Context: an optimization exercise on an open-source flow, tuned for small area, a short achievable clock period and few clock cycles. The choices shown serve that exercise and are no tape-out recipe.
In this exercise RTL edits were held to simulation tests only and were not proved equivalent to the original.
Power is estimated from default activity; no workload was simulated.

==> inputs of job 1567 <==
// evm_core
module evm_core (
    input  wire        clk,
    input  wire        rst,           
    input  wire [63:0] prog_len,      
    output wire        imem_req,
    output wire [63:0] imem_addr,
    input  wire        imem_ready,
    input  wire [63:0] imem_rdata,
    output reg         out_valid,
    output reg  [7:0]  out_byte,
    output reg  [1:0]  status,        
    output reg  [2:0]  cause,
    output reg  [63:0] fault_pc,
    output reg  [63:0] fault_info
);
clock: 16.0 ns
lec_check: 0
abc_area: 1
cap_margin: 40
core_margin: 2
core_utilization: 50
cts_cluster_diameter: 100
cts_cluster_size: 20
place_density: 0.65
setup_slack_margin: 0.5
slew_margin: 20
tns_end_percent: 0
standard.sh (not shown) runs the stock make flow with config.mk's settings and CLKGATE_MAP_FILE= SYNTH_SCRIPT=/design/flow/synth_recipe.tcl, a recipe that flattens the netlist after the stock synthesis.
==> flow/flow/run.sh <==
#!/bin/bash
set -euo pipefail
bash standard.sh SETUP_SLACK_MARGIN=11.5 \
  "BUFFER_PORTS_ARGS=-buffer_cell sky130_fd_sc_hd__buf_4" finish > flow_make.log 2>&1
==> job 2674 (differences from job 1567) <==
--- a/flow/design.v
+++ b/flow/design.v
@@ -22,17 +22,16 @@
     localparam OP_HALT = 5'd23;
     localparam C_FETCH_OOB = 3'd1, C_ILLEGAL = 3'd2, C_OS_UNDER = 3'd3;
     localparam C_CS_UNDER = 3'd4, C_MEM_OOB = 3'd5, C_OS_OVER = 3'd6, C_CS_OVER = 3'd7;
     localparam NA = 14;             
     localparam PQ = 2;              
     integer i, j, k;
-    reg        init1, init2;
-    wire       init = init1 | init2;
+    reg        init1;
+    wire       init = init1;
     reg [63:0] fpc;         
     reg        fvalid;      
-    reg [63:0] plen;        
     reg        recheck;     
     reg        miss;        
     reg [63:0] ir;          
     reg        ir_hi;       
     reg        irv;         
     reg        rd_hold;     
@@ -186,12 +185,13 @@
                 nthermo[q] = nthermo[q+1] | (|x[4*q+3 +: 4]);
         end
     endfunction
     wire [14:0] th_t = nthermo(T);
     wire [14:0] th_n = nthermo(N);
     wire       mswap = |(th_n & ~th_t);    
+    wire       mzero = (~th_t[0] & ~|T[2:0]) | (~th_n[0] & ~|N[2:0]);    
     wire [15:0] oh_t = {th_t[14], th_t[13:0] & ~th_t[14:1], ~th_t[0]};
     wire [15:0] oh_n = {th_n[14], th_n[13:0] & ~th_n[14:1], ~th_n[0]};
     function [4:0] wsel;
         input [63:0] x;
         input [15:0] oh;
         integer q;
@@ -201,16 +201,13 @@
             wsel = 5'd0;
             for (q = 0; q < 16; q = q + 1)
                 wsel = wsel | (xe[4*q +: 5] & {5{oh[q]}});
         end
     endfunction
     wire [15:0] mnext = mbusy ? {1'b0, mcnt[15:1]} : mswap ? oh_t : oh_n;
-    wire [4:0] mw_t  = wsel(T, oh_t);
-    wire [4:0] mw_n  = wsel(N, oh_n);
-    wire [4:0] mw_s  = wsel(N, {1'b0, mcnt[15:1]});
-    wire [4:0] mw    = mbusy ? mw_s : mswap ? mw_t : mw_n;
+    wire [4:0] mw    = (~mbusy & mswap) ? wsel(T, oh_t) : wsel(N, mnext);
     wire       e_rd   = rd_hold;         
     wire [6:0] raddr  = rd_hold ? T[6:0] : eptr[6:0];
     reg  [63:0] rdata;     
     reg  [7:0]  bank_o [0:7];
     wire [15:0] rdec  = 16'd1 << raddr[6:3];
     wire [15:0] rdec1 = {rdec[14:0], rdec[15]};        
@@ -309,23 +306,30 @@
                 end else begin
                     case (op)
                     OP_SWAP: begin
                         take = 1'b1; tsel = TS_N; nsel = NS_T;
                     end
                     OP_MULTU: begin
-                        m_start = 1'b1; tsel = TS_ZERO;
-                        if (mswap) nsel = NS_T;
+                        tsel = TS_ZERO;
+                        if (mzero) begin
+                            take = 1'b1;
+                            if (a_nz) begin nsel = NS_PV; at_dec = 1'b1; end
+                            else nv_n = 1'b0;
+                        end else begin
+                            m_start = 1'b1;
+                            if (mswap) nsel = NS_T;
+                        end
                     end
                     OP_WRITE8, OP_WRITE64: begin
-                        if (!oobm && !hz_e && !hz_q) begin
+                        if (!hz_e && !hz_q) begin
                             take = 1'b1; m_we = 1'b1; pop2 = 1'b1;
                         end
                     end
                     OP_PUTS: begin
-                        if (!oobp && !qv) begin
-                            take = 1'b1; q_load = (T[7:0] != 8'd0) & ~illegal; pop2 = 1'b1;
+                        if (!qv) begin
+                            take = 1'b1; q_load = (T[7:0] != 8'd0) & ~illegal & ~oobp; pop2 = 1'b1;
                         end
                     end
                     OP_JPC, OP_JRC: begin
                         take = 1'b1; pop2 = 1'b1;
                         if (nnz) begin
                             redir = 1'b1; redir_rel = (op == OP_JRC);
@@ -400,69 +404,63 @@
             else     begin nsel = NS_PV; nv_n = 1'b1; end
         end
     end
     reg  [127:0] mem_en;
     always @* begin
         for (k = 0; k < 128; k = k + 1)
-            mem_en[k] = init1 | (m_we && wrow[k % 8] == (k / 8) &&
+            mem_en[k] = init1 | (m_we && !oobm && wrow[k % 8] == (k / 8) &&
                                  (op == OP_WRITE64 || (k % 8) == waddr[2:0]));
     end
     wire [63:0] mem_d = wdat & {64{~init1}};
     reg        fault;
     reg [2:0]  f_cause;
-    reg [1:0]  f_pcsel;      
-    reg [2:0]  f_info;       
     always @* begin
-        fault = 1'b0; f_cause = C_OS_UNDER; f_pcsel = 2'd1; f_info = 3'd0;
+        fault = 1'b0; f_cause = C_OS_UNDER;
         if (stopped || init || mbusy) begin
         end else if (!irv) begin
             if (!mode && !fvalid && !recheck && !miss) begin
-                fault = 1'b1; f_cause = C_FETCH_OOB; f_pcsel = 2'd0; f_info = 3'd1;
+                fault = 1'b1; f_cause = C_FETCH_OOB;
             end
         end else if (mode) begin
             if (pdup) begin
-                f_pcsel = 2'd2;
                 if (ir_hi || (ir[4:0] >= depth)) begin
                     fault = 1'b1; f_cause = C_OS_UNDER;
                 end else if (d_full) begin
                     fault = 1'b1; f_cause = C_OS_OVER;
                 end
             end
         end else if (illegal) begin
-            fault = 1'b1; f_cause = C_ILLEGAL; f_info = 3'd2;
+            fault = 1'b1; f_cause = C_ILLEGAL;
         end else begin
             case (op)
             OP_PUSH, OP_DUP: begin
                 if (!fvalid) begin
-                    fault = 1'b1; f_cause = C_FETCH_OOB; f_info = 3'd1;
+                    fault = 1'b1; f_cause = C_FETCH_OOB;
                 end else if (op == OP_PUSH && d_full) begin
                     fault = 1'b1; f_cause = C_OS_OVER;
                 end
             end
             OP_SWAP, OP_ADD, OP_SUB, OP_MULTU, OP_GT, OP_LT, OP_EQ, OP_GE, OP_LE,
             OP_JPC, OP_JRC: begin
                 if (!d_ge2) fault = 1'b1;
             end
             OP_WRITE8, OP_WRITE64: begin
                 if (!d_ge2) fault = 1'b1;
                 else begin
-                    f_info = 3'd3;
                     if (nv && oobm) begin fault = 1'b1; f_cause = C_MEM_OOB; end
                 end
             end
             OP_PUTS: begin
                 if (!d_ge2) fault = 1'b1;
                 else begin
-                    f_info = 3'd4;
                     if (nv && oobp) begin fault = 1'b1; f_cause = C_MEM_OOB; end
                 end
             end
             OP_READ8, OP_READ64: begin
                 if (!d_ge1) fault = 1'b1;
                 else begin
-                    f_info = 3'd3;
                     if (tv && oobm) begin fault = 1'b1; f_cause = C_MEM_OOB; end
                 end
             end
             OP_PRINTU, OP_JP, OP_JR: begin
                 if (!d_ge1) fault = 1'b1;
             end
@@ -487,20 +485,41 @@
                           ({64{tsel == TS_HOLD}} & T)  |
                           {63'd0, (tsel == TS_CMP) & cmp};
     wire [63:0] t_next  = t_early |
                           ({64{tsel == TS_SUM}} & asum[63:0]) |
                           ({64{tsel == TS_MUL}} & msum) |
                           ({64{tsel == TS_MEM}} & {(op == OP_READ8) ? 56'd0 : rdata[63:8], rdata[7:0]});
+    reg [1:0]  f_pcsel;      
+    reg [2:0]  f_info;       
+    always @* begin
+        f_pcsel = 2'd1; f_info = 3'd0;
+        if (!irv) begin
+            f_pcsel = 2'd0; f_info = 3'd1;
+        end else if (mode) begin
+            f_pcsel = 2'd2;
+        end else if (illegal) begin
+            f_info = 3'd2;
+        end else begin
+            case (op)
+            OP_PUSH, OP_DUP:       f_info = fvalid ? 3'd0 : 3'd1;
+            OP_WRITE8, OP_WRITE64: f_info = d_ge2 ? 3'd3 : 3'd0;
+            OP_PUTS:               f_info = d_ge2 ? 3'd4 : 3'd0;
+            OP_READ8, OP_READ64:   f_info = d_ge1 ? 3'd3 : 3'd0;
+            default: ;
+            endcase
+        end
+    end
     wire [63:0] fpc_inc = fpc + 64'd1;
+    wire [63:0] plen_m1 = prog_len - 64'd1;     
     wire [63:0] fpc_m1  = fpc - 64'd1;
     wire [63:0] fpc_m2  = fpc - 64'd2;
     wire        ir_free = ~irv | take;
     wire        is_ret  = (op == OP_RET);
     wire [63:0] rtgt    = redir_rel ? asum[63:0] : is_ret ? cs_top : T;
     wire [63:0] cmp_in  = recheck ? fpc : T;
-    wire        in_rng  = is_ret & ~recheck ? csv[csp_m1] : ltu(cmp_in, plen);
+    wire        in_rng  = is_ret & ~recheck ? csv[csp_m1] : ltu(cmp_in, prog_len);
     wire c_from_q  = conv_free & (pq_n != 3'd0);
     wire c_from_t  = conv_free & (pq_n == 3'd0) & c_load;
     wire pq_push   = c_load & ~c_from_t;
     wire [63:0] cin = c_from_q ? pq_head : T;
     function [10:0] topbyte;
         input [63:0] x;
@@ -542,19 +561,17 @@
         end
     endfunction
     wire       tv_f  = tv_n;
     wire       nv_f  = nv_n;
     wire [3:0] at_f  = at + {3'd0, at_inc} - {3'd0, at_dec};
     always @(posedge clk) begin
-        plen <= prog_len;
         init1 <= rst;
-        init2 <= init1 & ~rst;
         if (rst) begin
             fvalid <= 1'b0; irv <= 1'b0; miss <= 1'b0; recheck <= 1'b0; rd_hold <= 1'b0;
-        end else if (init2) begin
-            fvalid <= (plen != 64'd0);
+        end else if (init1) begin
+            fvalid <= (prog_len != 64'd0);
         end else if (fault || halt_now) begin
             fvalid <= 1'b0; irv <= 1'b0; miss <= 1'b0; recheck <= 1'b0; rd_hold <= 1'b0;
         end else if (redir) begin
             fvalid <= redir_rel ? 1'b0 : in_rng;
             recheck <= redir_rel;
             irv <= 1'b0; miss <= 1'b0; rd_hold <= 1'b0;
@@ -566,26 +583,24 @@
             if (ir_free) begin irv <= 1'b0; rd_hold <= 1'b0; end
         end else if (ir_free) begin
             irv <= fvalid & imem_ready & ~stopped;
             rd_hold <= fvalid & imem_ready & ~stopped & ~mode_n &
                        (imem_rdata[4:0] == OP_READ8 || imem_rdata[4:0] == OP_READ64);
             if (fvalid && !stopped) begin
-                fvalid <= (fpc_inc != plen);
+                fvalid <= (fpc != plen_m1);
                 miss <= ~imem_ready;
             end
         end
         if (init1)
             fpc <= 64'd0;
         else if (redir)
             fpc <= rtgt;
         else if (miss)
             fpc <= fpc_m1;
-        else if (!init2 && !recheck && ir_free && fvalid && !stopped)
+        else if (!recheck && ir_free && fvalid && !stopped)
             fpc <= fpc_inc;
-        if (fault)
-            fault_pc <= (f_pcsel == 2'd0) ? fpc : (f_pcsel == 2'd2) ? fpc_m2 : fpc_m1;
         if (ir_free) begin
             ir     <= imem_rdata;
             ir_hi  <= |imem_rdata[63:5];
         end
         if (rst)
             status <= 2'd0;
@@ -607,28 +622,27 @@
             if (halt_now) stopped <= 1'b1;
             if (cs_push) csp <= csp + 4'd1;
             if (cs_pop)  csp <= csp - 4'd1;
             if (m_start) mbusy <= 1'b1;
             else if (mbusy && mcnt[0]) mbusy <= 1'b0;
         end
-        if (fault) cause <= f_cause;
+        fault_pc <= ({64{fault}} & ((f_pcsel == 2'd0) ? fpc : (f_pcsel == 2'd2) ? fpc_m2 : fpc_m1)) |
+                    ({64{~fault & ~init1}} & fault_pc);
+        cause <= ({3{fault}} & f_cause) | ({3{~fault & ~init1}} & cause);
         if (fault) begin
             case (f_info)
             3'd1: fault_info <= fpc;
             3'd2: fault_info <= ir;
             3'd3: fault_info <= T;
             3'd4: fault_info <= N;
             default: fault_info <= 64'd0;
             endcase
         end
         T <= t_next;
-        case (nsel)
-        NS_T:  begin N <= T;  nnz <= |T;  end
-        NS_PV: begin N <= pv; nnz <= |pv; end
-        default: ;
-        endcase
+        N   <= ({64{nsel == NS_T}} & T) | ({64{nsel == NS_PV}} & pv) | ({64{nsel == NS_HOLD}} & N);
+        nnz <= ((nsel == NS_T) & (|T)) | ((nsel == NS_PV) & (|pv)) | ((nsel == NS_HOLD) & nnz);
         if (a_we)
             for (i = 0; i < NA; i = i + 1)
                 if (at1[i]) A[64*i +: 64] <= N;
         if (cs_push)
             for (i = 0; i < 8; i = i + 1)
                 if (csp[2:0] == i) begin
==> job 3035 (differences from job 1567) <==
--- a/flow/design.v
+++ b/flow/design.v
@@ -7,13 +7,13 @@
     input  wire        imem_ready,
     input  wire [63:0] imem_rdata,
     output reg         out_valid,
     output reg  [7:0]  out_byte,
     output reg  [1:0]  status,        
     output reg  [2:0]  cause,
-    output reg  [63:0] fault_pc,
+    output wire [63:0] fault_pc,
     output reg  [63:0] fault_info
 );
     localparam OP_PUSH = 5'd0,  OP_DUP = 5'd1,  OP_SWAP = 5'd2,  OP_ADD = 5'd3;
     localparam OP_SUB = 5'd4,   OP_MULTU = 5'd5, OP_GT = 5'd6,   OP_LT = 5'd7;
     localparam OP_EQ = 5'd8,    OP_GE = 5'd9,   OP_LE = 5'd10,   OP_READ8 = 5'd11;
     localparam OP_READ64 = 5'd12, OP_WRITE8 = 5'd13, OP_WRITE64 = 5'd14;
@@ -22,17 +22,16 @@
     localparam OP_HALT = 5'd23;
     localparam C_FETCH_OOB = 3'd1, C_ILLEGAL = 3'd2, C_OS_UNDER = 3'd3;
     localparam C_CS_UNDER = 3'd4, C_MEM_OOB = 3'd5, C_OS_OVER = 3'd6, C_CS_OVER = 3'd7;
     localparam NA = 14;             
     localparam PQ = 2;              
     integer i, j, k;
-    reg        init1, init2;
-    wire       init = init1 | init2;
+    reg        init1;
+    wire       init = init1;
     reg [63:0] fpc;         
     reg        fvalid;      
-    reg [63:0] plen;        
     reg        recheck;     
     reg        miss;        
     reg [63:0] ir;          
     reg        ir_hi;       
     reg        irv;         
     reg        rd_hold;     
@@ -69,12 +68,13 @@
     reg        ebusy, emode;    
     reg [79:0] ebuf;
     reg [4:0]  eidx;
     reg [7:0]  eptr, eend, erem;
     assign imem_req   = fvalid;
     assign imem_addr  = fpc;
+    assign fault_pc = fpc;
     wire [4:0] op      = ir[4:0];
     wire       illegal = ir_hi | (ir[4] & ir[3]);
     wire       ex      = irv & ~stopped & ~init;
     wire       immc    = ex &  mode;
     wire       a_nz    = ~at1[0];
     wire       d_ge1   = tv | a_nz;
@@ -186,12 +186,13 @@
                 nthermo[q] = nthermo[q+1] | (|x[4*q+3 +: 4]);
         end
     endfunction
     wire [14:0] th_t = nthermo(T);
     wire [14:0] th_n = nthermo(N);
     wire       mswap = |(th_n & ~th_t);    
+    wire       mzero = (~th_t[0] & ~|T[2:0]) | (~th_n[0] & ~|N[2:0]);    
     wire [15:0] oh_t = {th_t[14], th_t[13:0] & ~th_t[14:1], ~th_t[0]};
     wire [15:0] oh_n = {th_n[14], th_n[13:0] & ~th_n[14:1], ~th_n[0]};
     function [4:0] wsel;
         input [63:0] x;
         input [15:0] oh;
         integer q;
@@ -201,16 +202,13 @@
             wsel = 5'd0;
             for (q = 0; q < 16; q = q + 1)
                 wsel = wsel | (xe[4*q +: 5] & {5{oh[q]}});
         end
     endfunction
     wire [15:0] mnext = mbusy ? {1'b0, mcnt[15:1]} : mswap ? oh_t : oh_n;
-    wire [4:0] mw_t  = wsel(T, oh_t);
-    wire [4:0] mw_n  = wsel(N, oh_n);
-    wire [4:0] mw_s  = wsel(N, {1'b0, mcnt[15:1]});
-    wire [4:0] mw    = mbusy ? mw_s : mswap ? mw_t : mw_n;
+    wire [4:0] mw    = (~mbusy & mswap) ? wsel(T, oh_t) : wsel(N, mnext);
     wire       e_rd   = rd_hold;         
     wire [6:0] raddr  = rd_hold ? T[6:0] : eptr[6:0];
     reg  [63:0] rdata;     
     reg  [7:0]  bank_o [0:7];
     wire [15:0] rdec  = 16'd1 << raddr[6:3];
     wire [15:0] rdec1 = {rdec[14:0], rdec[15]};        
@@ -309,23 +307,30 @@
                 end else begin
                     case (op)
                     OP_SWAP: begin
                         take = 1'b1; tsel = TS_N; nsel = NS_T;
                     end
                     OP_MULTU: begin
-                        m_start = 1'b1; tsel = TS_ZERO;
-                        if (mswap) nsel = NS_T;
+                        tsel = TS_ZERO;
+                        if (mzero) begin
+                            take = 1'b1;
+                            if (a_nz) begin nsel = NS_PV; at_dec = 1'b1; end
+                            else nv_n = 1'b0;
+                        end else begin
+                            m_start = 1'b1;
+                            if (mswap) nsel = NS_T;
+                        end
                     end
                     OP_WRITE8, OP_WRITE64: begin
-                        if (!oobm && !hz_e && !hz_q) begin
+                        if (!hz_e && !hz_q) begin
                             take = 1'b1; m_we = 1'b1; pop2 = 1'b1;
                         end
                     end
                     OP_PUTS: begin
-                        if (!oobp && !qv) begin
-                            take = 1'b1; q_load = (T[7:0] != 8'd0) & ~illegal; pop2 = 1'b1;
+                        if (!qv) begin
+                            take = 1'b1; q_load = (T[7:0] != 8'd0) & ~illegal & ~oobp; pop2 = 1'b1;
                         end
                     end
                     OP_JPC, OP_JRC: begin
                         take = 1'b1; pop2 = 1'b1;
                         if (nnz) begin
                             redir = 1'b1; redir_rel = (op == OP_JRC);
@@ -400,69 +405,63 @@
             else     begin nsel = NS_PV; nv_n = 1'b1; end
         end
     end
     reg  [127:0] mem_en;
     always @* begin
         for (k = 0; k < 128; k = k + 1)
-            mem_en[k] = init1 | (m_we && wrow[k % 8] == (k / 8) &&
+            mem_en[k] = init1 | (m_we && !oobm && wrow[k % 8] == (k / 8) &&
                                  (op == OP_WRITE64 || (k % 8) == waddr[2:0]));
     end
     wire [63:0] mem_d = wdat & {64{~init1}};
     reg        fault;
     reg [2:0]  f_cause;
-    reg [1:0]  f_pcsel;      
-    reg [2:0]  f_info;       
     always @* begin
-        fault = 1'b0; f_cause = C_OS_UNDER; f_pcsel = 2'd1; f_info = 3'd0;
+        fault = 1'b0; f_cause = C_OS_UNDER;
         if (stopped || init || mbusy) begin
         end else if (!irv) begin
             if (!mode && !fvalid && !recheck && !miss) begin
-                fault = 1'b1; f_cause = C_FETCH_OOB; f_pcsel = 2'd0; f_info = 3'd1;
+                fault = 1'b1; f_cause = C_FETCH_OOB;
             end
         end else if (mode) begin
             if (pdup) begin
-                f_pcsel = 2'd2;
                 if (ir_hi || (ir[4:0] >= depth)) begin
                     fault = 1'b1; f_cause = C_OS_UNDER;
                 end else if (d_full) begin
                     fault = 1'b1; f_cause = C_OS_OVER;
                 end
             end
         end else if (illegal) begin
-            fault = 1'b1; f_cause = C_ILLEGAL; f_info = 3'd2;
+            fault = 1'b1; f_cause = C_ILLEGAL;
         end else begin
             case (op)
             OP_PUSH, OP_DUP: begin
                 if (!fvalid) begin
-                    fault = 1'b1; f_cause = C_FETCH_OOB; f_info = 3'd1;
+                    fault = 1'b1; f_cause = C_FETCH_OOB;
                 end else if (op == OP_PUSH && d_full) begin
                     fault = 1'b1; f_cause = C_OS_OVER;
                 end
             end
             OP_SWAP, OP_ADD, OP_SUB, OP_MULTU, OP_GT, OP_LT, OP_EQ, OP_GE, OP_LE,
             OP_JPC, OP_JRC: begin
                 if (!d_ge2) fault = 1'b1;
             end
             OP_WRITE8, OP_WRITE64: begin
                 if (!d_ge2) fault = 1'b1;
                 else begin
-                    f_info = 3'd3;
                     if (nv && oobm) begin fault = 1'b1; f_cause = C_MEM_OOB; end
                 end
             end
             OP_PUTS: begin
                 if (!d_ge2) fault = 1'b1;
                 else begin
-                    f_info = 3'd4;
                     if (nv && oobp) begin fault = 1'b1; f_cause = C_MEM_OOB; end
                 end
             end
             OP_READ8, OP_READ64: begin
                 if (!d_ge1) fault = 1'b1;
                 else begin
-                    f_info = 3'd3;
                     if (tv && oobm) begin fault = 1'b1; f_cause = C_MEM_OOB; end
                 end
             end
             OP_PRINTU, OP_JP, OP_JR: begin
                 if (!d_ge1) fault = 1'b1;
             end
@@ -487,20 +486,41 @@
                           ({64{tsel == TS_HOLD}} & T)  |
                           {63'd0, (tsel == TS_CMP) & cmp};
     wire [63:0] t_next  = t_early |
                           ({64{tsel == TS_SUM}} & asum[63:0]) |
                           ({64{tsel == TS_MUL}} & msum) |
                           ({64{tsel == TS_MEM}} & {(op == OP_READ8) ? 56'd0 : rdata[63:8], rdata[7:0]});
+    reg [1:0]  f_pcsel;      
+    reg [2:0]  f_info;       
+    always @* begin
+        f_pcsel = 2'd1; f_info = 3'd0;
+        if (!irv) begin
+            f_pcsel = 2'd0; f_info = 3'd1;
+        end else if (mode) begin
+            f_pcsel = 2'd2;
+        end else if (illegal) begin
+            f_info = 3'd2;
+        end else begin
+            case (op)
+            OP_PUSH, OP_DUP:       f_info = fvalid ? 3'd0 : 3'd1;
+            OP_WRITE8, OP_WRITE64: f_info = d_ge2 ? 3'd3 : 3'd0;
+            OP_PUTS:               f_info = d_ge2 ? 3'd4 : 3'd0;
+            OP_READ8, OP_READ64:   f_info = d_ge1 ? 3'd3 : 3'd0;
+            default: ;
+            endcase
+        end
+    end
     wire [63:0] fpc_inc = fpc + 64'd1;
+    wire [63:0] plen_m1 = prog_len - 64'd1;     
     wire [63:0] fpc_m1  = fpc - 64'd1;
     wire [63:0] fpc_m2  = fpc - 64'd2;
     wire        ir_free = ~irv | take;
     wire        is_ret  = (op == OP_RET);
     wire [63:0] rtgt    = redir_rel ? asum[63:0] : is_ret ? cs_top : T;
     wire [63:0] cmp_in  = recheck ? fpc : T;
-    wire        in_rng  = is_ret & ~recheck ? csv[csp_m1] : ltu(cmp_in, plen);
+    wire        in_rng  = is_ret & ~recheck ? csv[csp_m1] : ltu(cmp_in, prog_len);
     wire c_from_q  = conv_free & (pq_n != 3'd0);
     wire c_from_t  = conv_free & (pq_n == 3'd0) & c_load;
     wire pq_push   = c_load & ~c_from_t;
     wire [63:0] cin = c_from_q ? pq_head : T;
     function [10:0] topbyte;
         input [63:0] x;
@@ -542,19 +562,17 @@
         end
     endfunction
     wire       tv_f  = tv_n;
     wire       nv_f  = nv_n;
     wire [3:0] at_f  = at + {3'd0, at_inc} - {3'd0, at_dec};
     always @(posedge clk) begin
-        plen <= prog_len;
         init1 <= rst;
-        init2 <= init1 & ~rst;
         if (rst) begin
             fvalid <= 1'b0; irv <= 1'b0; miss <= 1'b0; recheck <= 1'b0; rd_hold <= 1'b0;
-        end else if (init2) begin
-            fvalid <= (plen != 64'd0);
+        end else if (init1) begin
+            fvalid <= (prog_len != 64'd0);
         end else if (fault || halt_now) begin
             fvalid <= 1'b0; irv <= 1'b0; miss <= 1'b0; recheck <= 1'b0; rd_hold <= 1'b0;
         end else if (redir) begin
             fvalid <= redir_rel ? 1'b0 : in_rng;
             recheck <= redir_rel;
             irv <= 1'b0; miss <= 1'b0; rd_hold <= 1'b0;
@@ -566,26 +584,28 @@
             if (ir_free) begin irv <= 1'b0; rd_hold <= 1'b0; end
         end else if (ir_free) begin
             irv <= fvalid & imem_ready & ~stopped;
             rd_hold <= fvalid & imem_ready & ~stopped & ~mode_n &
                        (imem_rdata[4:0] == OP_READ8 || imem_rdata[4:0] == OP_READ64);
             if (fvalid && !stopped) begin
-                fvalid <= (fpc_inc != plen);
+                fvalid <= (fpc != plen_m1);
                 miss <= ~imem_ready;
             end
         end
         if (init1)
             fpc <= 64'd0;
+        else if (fault)
+            fpc <= (f_pcsel == 2'd0) ? fpc : (f_pcsel == 2'd2) ? fpc_m2 : fpc_m1;
+        else if (halt_now)
+            ;
         else if (redir)
             fpc <= rtgt;
         else if (miss)
             fpc <= fpc_m1;
-        else if (!init2 && !recheck && ir_free && fvalid && !stopped)
+        else if (!recheck && ir_free && fvalid && !stopped)
             fpc <= fpc_inc;
-        if (fault)
-            fault_pc <= (f_pcsel == 2'd0) ? fpc : (f_pcsel == 2'd2) ? fpc_m2 : fpc_m1;
         if (ir_free) begin
             ir     <= imem_rdata;
             ir_hi  <= |imem_rdata[63:5];
         end
         if (rst)
             status <= 2'd0;
@@ -607,28 +627,25 @@
             if (halt_now) stopped <= 1'b1;
             if (cs_push) csp <= csp + 4'd1;
             if (cs_pop)  csp <= csp - 4'd1;
             if (m_start) mbusy <= 1'b1;
             else if (mbusy && mcnt[0]) mbusy <= 1'b0;
         end
-        if (fault) cause <= f_cause;
+        cause <= ({3{fault}} & f_cause) | ({3{~fault & ~init1}} & cause);
         if (fault) begin
             case (f_info)
             3'd1: fault_info <= fpc;
             3'd2: fault_info <= ir;
             3'd3: fault_info <= T;
             3'd4: fault_info <= N;
             default: fault_info <= 64'd0;
             endcase
         end
         T <= t_next;
-        case (nsel)
-        NS_T:  begin N <= T;  nnz <= |T;  end
-        NS_PV: begin N <= pv; nnz <= |pv; end
-        default: ;
-        endcase
+        N   <= ({64{nsel == NS_T}} & T) | ({64{nsel == NS_PV}} & pv) | ({64{nsel == NS_HOLD}} & N);
+        nnz <= ((nsel == NS_T) & (|T)) | ((nsel == NS_PV) & (|pv)) | ((nsel == NS_HOLD) & nnz);
         if (a_we)
             for (i = 0; i < NA; i = i + 1)
                 if (at1[i]) A[64*i +: 64] <= N;
         if (cs_push)
             for (i = 0; i < 8; i = i + 1)
                 if (csp[2:0] == i) begin
==> notes.md <==
The lowest sequential cell count belongs to job 3035, the highest to job 1567.
Clock-buffer cell count: job 1567 < job 3035 < job 2674.
Between job 2674 and job 1567, the lower fmax is in job 2674 (gap about 8%, measured against job 1567).
Register-to-register slack: job 2674 < job 3035 < job 1567.
The lowest core utilization belongs to job 3035, the highest to job 1567.
In job 3035 the combinational power is higher than in job 2674, by about 5%.
Via count: job 2674 is larger than job 3035 (about 2%).
Cell count: job 1567 > job 2674 > job 3035.
The lowest area after synthesis belongs to job 3035, the highest to job 1567.
Between job 2674 and job 1567, the lower die area is in job 2674 (gap 2.0%, measured against job 1567).
Job 1567 went through all stages and came out clean. Job 2674 went through all stages and came out clean. Job 3035 ran to the end with no violations.
==> figures <==
Instance area at placement: job 3035 0.196 mm²; job 2674 0.197 mm²; job 1567 0.201 mm²
Pin count of the biggest net entering global routing: job 3035 135; job 2674 129; job 1567 145
Die area: job 3035 0.373 mm²; job 2674 0.375 mm²; job 1567 0.383 mm²
Non-clock buffer share of cell area: job 3035 5.41%; job 2674 5.48%; job 1567 6.02%
Height of the die: job 3035 611 µm; job 2674 613 µm; job 1567 619 µm
Reg-to-reg critical path startpoint: job 3035 T[43]; job 2674 ir[1]; job 1567 T[3]
Combinational group share of total power: job 3035 60.7%; job 2674 59.5%; job 1567 62.9%
Number of enable-type register cells in the synthesized netlist: job 3035 3067; job 2674 3067; job 1567 3199
Average vias per placed instance: job 3035 6.32; job 2674 6.39; job 1567 6.48
Clock sinks: job 3035 3329; job 2674 3393; job 1567 3458
Multiplexer share of the synthesized area: job 3035 0.0109%; job 2674 0.0270%; job 1567 0.00530%
Sequential-to-total area share from yosys stat: job 3035 52.8%; job 2674 53.2%; job 1567 53.6%
Cell with the biggest individual delay on the critical path: job 3035 sky130_fd_sc_hd__nand4_1; job 2674 sky130_fd_sc_hd__buf_4; job 1567 sky130_fd_sc_hd__nor4_1
Share of the final layout cell area in multi-input gates: job 3035 37.5%; job 2674 37.2%; job 1567 36.9%
Min-Delay Endpoint: job 3035 CS[485]; job 2674 eend[0]; job 1567 eend[6]
Fill cell instance count of the final layout: job 3035 32.7k; job 2674 33.0k; job 1567 33.1k
Share of the clock period used by the worst path after layout: job 3035 34.2%; job 2674 34.4%; job 1567 31.6%
Outcome: job 3035 complete, no violations; job 2674 complete, no violations; job 1567 complete, no violations
Netlist Area Pre-Place: job 3035 0.184 mm²; job 2674 0.185 mm²; job 1567 0.189 mm²
Number of unique standard cell types used by synthesis: job 3035 92; job 2674 92; job 1567 90
Met3 wire len: job 3035 105000 µm; job 2674 120000 µm; job 1567 144000 µm
Clk Latency, worst-skew pair: job 3035 1.03 ns; job 2674 1.04 ns; job 1567 1.10 ns
Testbench counts of job 1567, summed over its fixed seeds: cycles 35,620.
Testbench counts of job 2674, summed over its fixed seeds: cycles 35,453.
Testbench counts of job 3035, summed over its fixed seeds: cycles 35,453.

afterwards: timing with drivers on the ports:
In the flow no input, the clock included, has a driving cell. The finished layouts below were timed again as built, in two steps. Step 1, drivers: a clkbuf_16 drives clk and a buf_2 each remaining input, both assumed. Step 2 times the ports against the registers' clock, not the clock port: input delays grow and output delays shrink by t, the midpoint of the rising clock arrivals with the driver on. Three values: ideal ports, drivers, drivers and shift; two values: the first two.
| run | t, ns | slack for setup (ns) | worst data-port slew with drivers (ns) | pins driven straight from the clock port |
|---|---|---|---|---|
| job 1567 | 1.151 | 10.937 / 10.937 / 10.235 | 0.07 | 1 |
| job 2674 | 1.114 | 10.490 / 10.490 / 9.793 | 0.13 | 1 |
| job 3035 | 1.121 | 10.531 / 10.531 / 9.684 | 0.16 | 1 |
After both steps setup and hold are still met in every run listed. For job 3035, which loses most, drivers alone change the setup slack by 0.000 ns; drivers and shift together by -0.847 ns.
